Background: an optimization exercise with open tools, aiming at small area. Do not read the settings as production practice. Where RTL was checked, it was by simulation tests only, not by an equivalence proof against the original. Power is estimated from default activity; no workload was simulated. The clock port is modelled as an ideal driver; clocking choices that lean on that would not hold on a real chip.

## eeprom_ctrl
module eeprom_ctrl (
    input  wire        clk,
    input  wire        rst,
    input  wire [7:0]  rx_data,
    input  wire        rx_valid,
    output wire        rx_ready,
    output reg  [7:0]  tx_data,
    output wire        tx_valid,
    input  wire        tx_ready,
    output wire [14:0] eep_a,
    output wire [7:0]  eep_d_out,
    output wire        eep_d_dir,
    input  wire [7:0]  eep_d_in,
    output wire        eep_ce,
    output wire        eep_oe,
    output wire        eep_we
);
Size: about 57 I/O pins.
Settings: LEC_CHECK=0, CAP_MARGIN=20, CORE_MARGIN=2, CORE_UTILIZATION=60, SLEW_MARGIN=20; clock period 12.0 ns.
standard.sh (not shown) runs the stock make flow with config.mk's settings and CLKGATE_MAP_FILE= SYNTH_SCRIPT=/design/flow/synth_recipe.tcl, a recipe that flattens the netlist after the stock synthesis.
==> flow/flow/run.sh <==
#!/bin/bash
# Own layout flow:
# 1. the standard synthesis, unchanged;
# 2. the combinational logic re-mapped for area by ABC, registers untouched
#    (same instances, names and cell types); the result is proven equivalent
#    to the standard netlist, else the standard netlist is kept;
# 3. the rest of the standard flow, with a clock tree built from larger
#    sink clusters and without dummy loads.
# Each tool's output goes to its own log file in this folder.
set -euo pipefail
R=orfs/results/${FLOW_PLATFORM}/eeprom_ctrl/base
NET=$R/1_2_yosys.v
LIB=${FLOW_HOME}/platforms/${FLOW_PLATFORM}/lib/sky130_fd_sc_hd__tt_025C_1v80.lib

bash standard.sh synth > 1_standard_synth.log 2>&1

cp $NET $NET.std
for f in resyn equiv check; do
  sed -e "s#@LIB@#${LIB}#g" -e "s#@NET@#${NET}#g" -e "s#@TOP@#${FLOW_TOP}#g" \
      -e "s#@T@#60#g" flow/$f.ys.in > $f.ys
done
if yosys -s resyn.ys > 2_resyn_yosys.log 2>&1 &&
   yosys -s check.ys > 3_check_yosys.log 2>&1 &&
   yosys -s equiv.ys > 4_equiv_yosys.log 2>&1; then
  echo "re-mapped netlist used" > resyn_status.log
else
  echo "re-mapping failed or not proven; standard netlist kept" > resyn_status.log
  cp $NET.std $NET
fi
rm -f $R/1_synth.odb $R/1_synth.sdc

export CTS_ARGS="-sink_clustering_enable -repair_clock_nets -dont_use_dummy_load -buf_list sky130_fd_sc_hd__clkbuf_16 -sink_clustering_size 30 -sink_clustering_max_diameter 100"
bash standard.sh > 5_standard_layout.log 2>&1
Other scripts of this flow, unchanged in this note and not shown: flow/flow/check.ys.in, flow/flow/equiv.ys.in, flow/flow/resyn.ys.in, flow/flow/tie_cell.v
==> next run, changes <==
--- a/flow/design.v
+++ b/flow/design.v
@@ -78,53 +78,14 @@
                 8'h53: tag_class = C_S;
                 8'h54: tag_class = C_T;
                 default: tag_class = C_OTHER;
             endcase
         end
     endfunction
-    function [7:0] ver_char;
-        input [5:0] i;
-        begin
-            case (i)
-                6'd0:  ver_char = "E";  6'd1:  ver_char = "E";
-                6'd2:  ver_char = "P";  6'd3:  ver_char = "R";
-                6'd4:  ver_char = "O";  6'd5:  ver_char = "M";
-                6'd6:  ver_char = " ";  6'd7:  ver_char = "V";
-                6'd8:  ver_char = "e";  6'd9:  ver_char = "r";
-                6'd10: ver_char = "s";  6'd11: ver_char = "i";
-                6'd12: ver_char = "o";  6'd13: ver_char = "n";
-                6'd14: ver_char = "=";  6'd15: ver_char = "0";
-                6'd16: ver_char = ".";  6'd17: ver_char = "0";
-                6'd18: ver_char = "3";
-                default: ver_char = CH_LF;
-            endcase
-        end
-    endfunction
-    function [7:0] help_char;
-        input [5:0] i;
-        begin
-            case (i)
-                6'd0:  help_char = "C";  6'd1:  help_char = "o";
-                6'd2:  help_char = "m";  6'd3:  help_char = "m";
-                6'd4:  help_char = "a";  6'd5:  help_char = "n";
-                6'd6:  help_char = "d";  6'd7:  help_char = "s";
-                6'd8:  help_char = ":";  6'd9:  help_char = " ";
-                6'd10: help_char = "V";  6'd11: help_char = " ";
-                6'd12: help_char = "P";  6'd13: help_char = " ";
-                6'd14: help_char = "U";  6'd15: help_char = " ";
-                6'd16: help_char = "R";  6'd17: help_char = " ";
-                6'd18: help_char = "W";  6'd19: help_char = " ";
-                6'd20: help_char = "B";  6'd21: help_char = " ";
-                6'd22: help_char = "N";  6'd23: help_char = " ";
-                6'd24: help_char = "S";  6'd25: help_char = " ";
-                6'd26: help_char = "T";  6'd27: help_char = " ";
-                6'd28: help_char = "?";
-                default: help_char = CH_LF;
-            endcase
-        end
-    endfunction
+    localparam [159:0] VER_TXT  = {"EEPROM Version=0.03", 8'h0a};
+    localparam [239:0] HELP_TXT = {"Commands: V P U R W B N S T ?", 8'h0a};
     reg [4:0]   state;
     reg [6:0]   cnt;         
     reg         ovf;
     reg [2:0]   ps;
     reg [3:0]   cls;         
     reg [15:0]  addr;        
@@ -212,17 +173,17 @@
                     4'd8: begin hex = 1'b1; nib = computed[3:0]; end
                     default: txt = CH_LF;
                 endcase
             end
             RP_VER: begin
                 rlast = 6'd19;
-                txt = ver_char(ridx);
+                txt = VER_TXT[8*(5'd19-ridx[4:0]) +: 8];
             end
             RP_HELP: begin
                 rlast = 6'd29;
-                txt = help_char(ridx);
+                txt = HELP_TXT[8*(5'd29-ridx[4:0]) +: 8];
             end
             RP_RDATA: begin
                 rlast = 6'd40;
                 if (ridx == 6'd0)       begin hex = 1'b1; nib = addr[15:12]; end
                 else if (ridx == 6'd1)  begin hex = 1'b1; nib = addr[11:8]; end
                 else if (ridx == 6'd2)  begin hex = 1'b1; nib = addr[7:4]; end
Effect: First-iteration DRC count goes up by roughly a tenth; register-to-register slack is better by 1.9 ns; cell area goes down slightly; final cell count goes down slightly; power goes down by a few percent; sequential power goes down by a few percent; critical path depth goes up by 4; fmax hardly moves; area after synthesis goes down slightly.
Only the layout flow was run in the first run of this note; the RTL was not checked for function there.

## re-timing with driven ports
How much do the figures lean on ideal ports? The routed layouts below were timed once more, with nothing changed but the port constraints.
Step 1, drivers: a clkbuf_16 drives clk and a buf_2 each remaining input, both assumed.
Step 2 adds t to the input delays and takes it off the output delays; t is the mean of the earliest and latest rising clock arrival at the registers after step 1. Input paths then give back, and output paths get back, about the clock's delay inside the block.
Slacks: no drivers / after step 1 / after step 2; pairs: no drivers / after step 1.
run | t (ns) | setup WS [ns] | clock arrival spread, ns | slew at the worst register clock pin (ns) | worst data-port slew with drivers (ns)
the first run | 0.636 | 3.884 / 3.826 / 3.734 | 0.081 / 0.080 | 0.11 / 0.11 | 0.05
the second run | 0.654 | 3.895 / 3.834 / 4.489 | 0.072 / 0.071 | 0.11 / 0.11 | 0.06
After both steps every run listed still meets setup and hold. The setup slack of the first run, which loses most, moves by -0.058 ns with the drivers and by -0.150 ns with both steps.
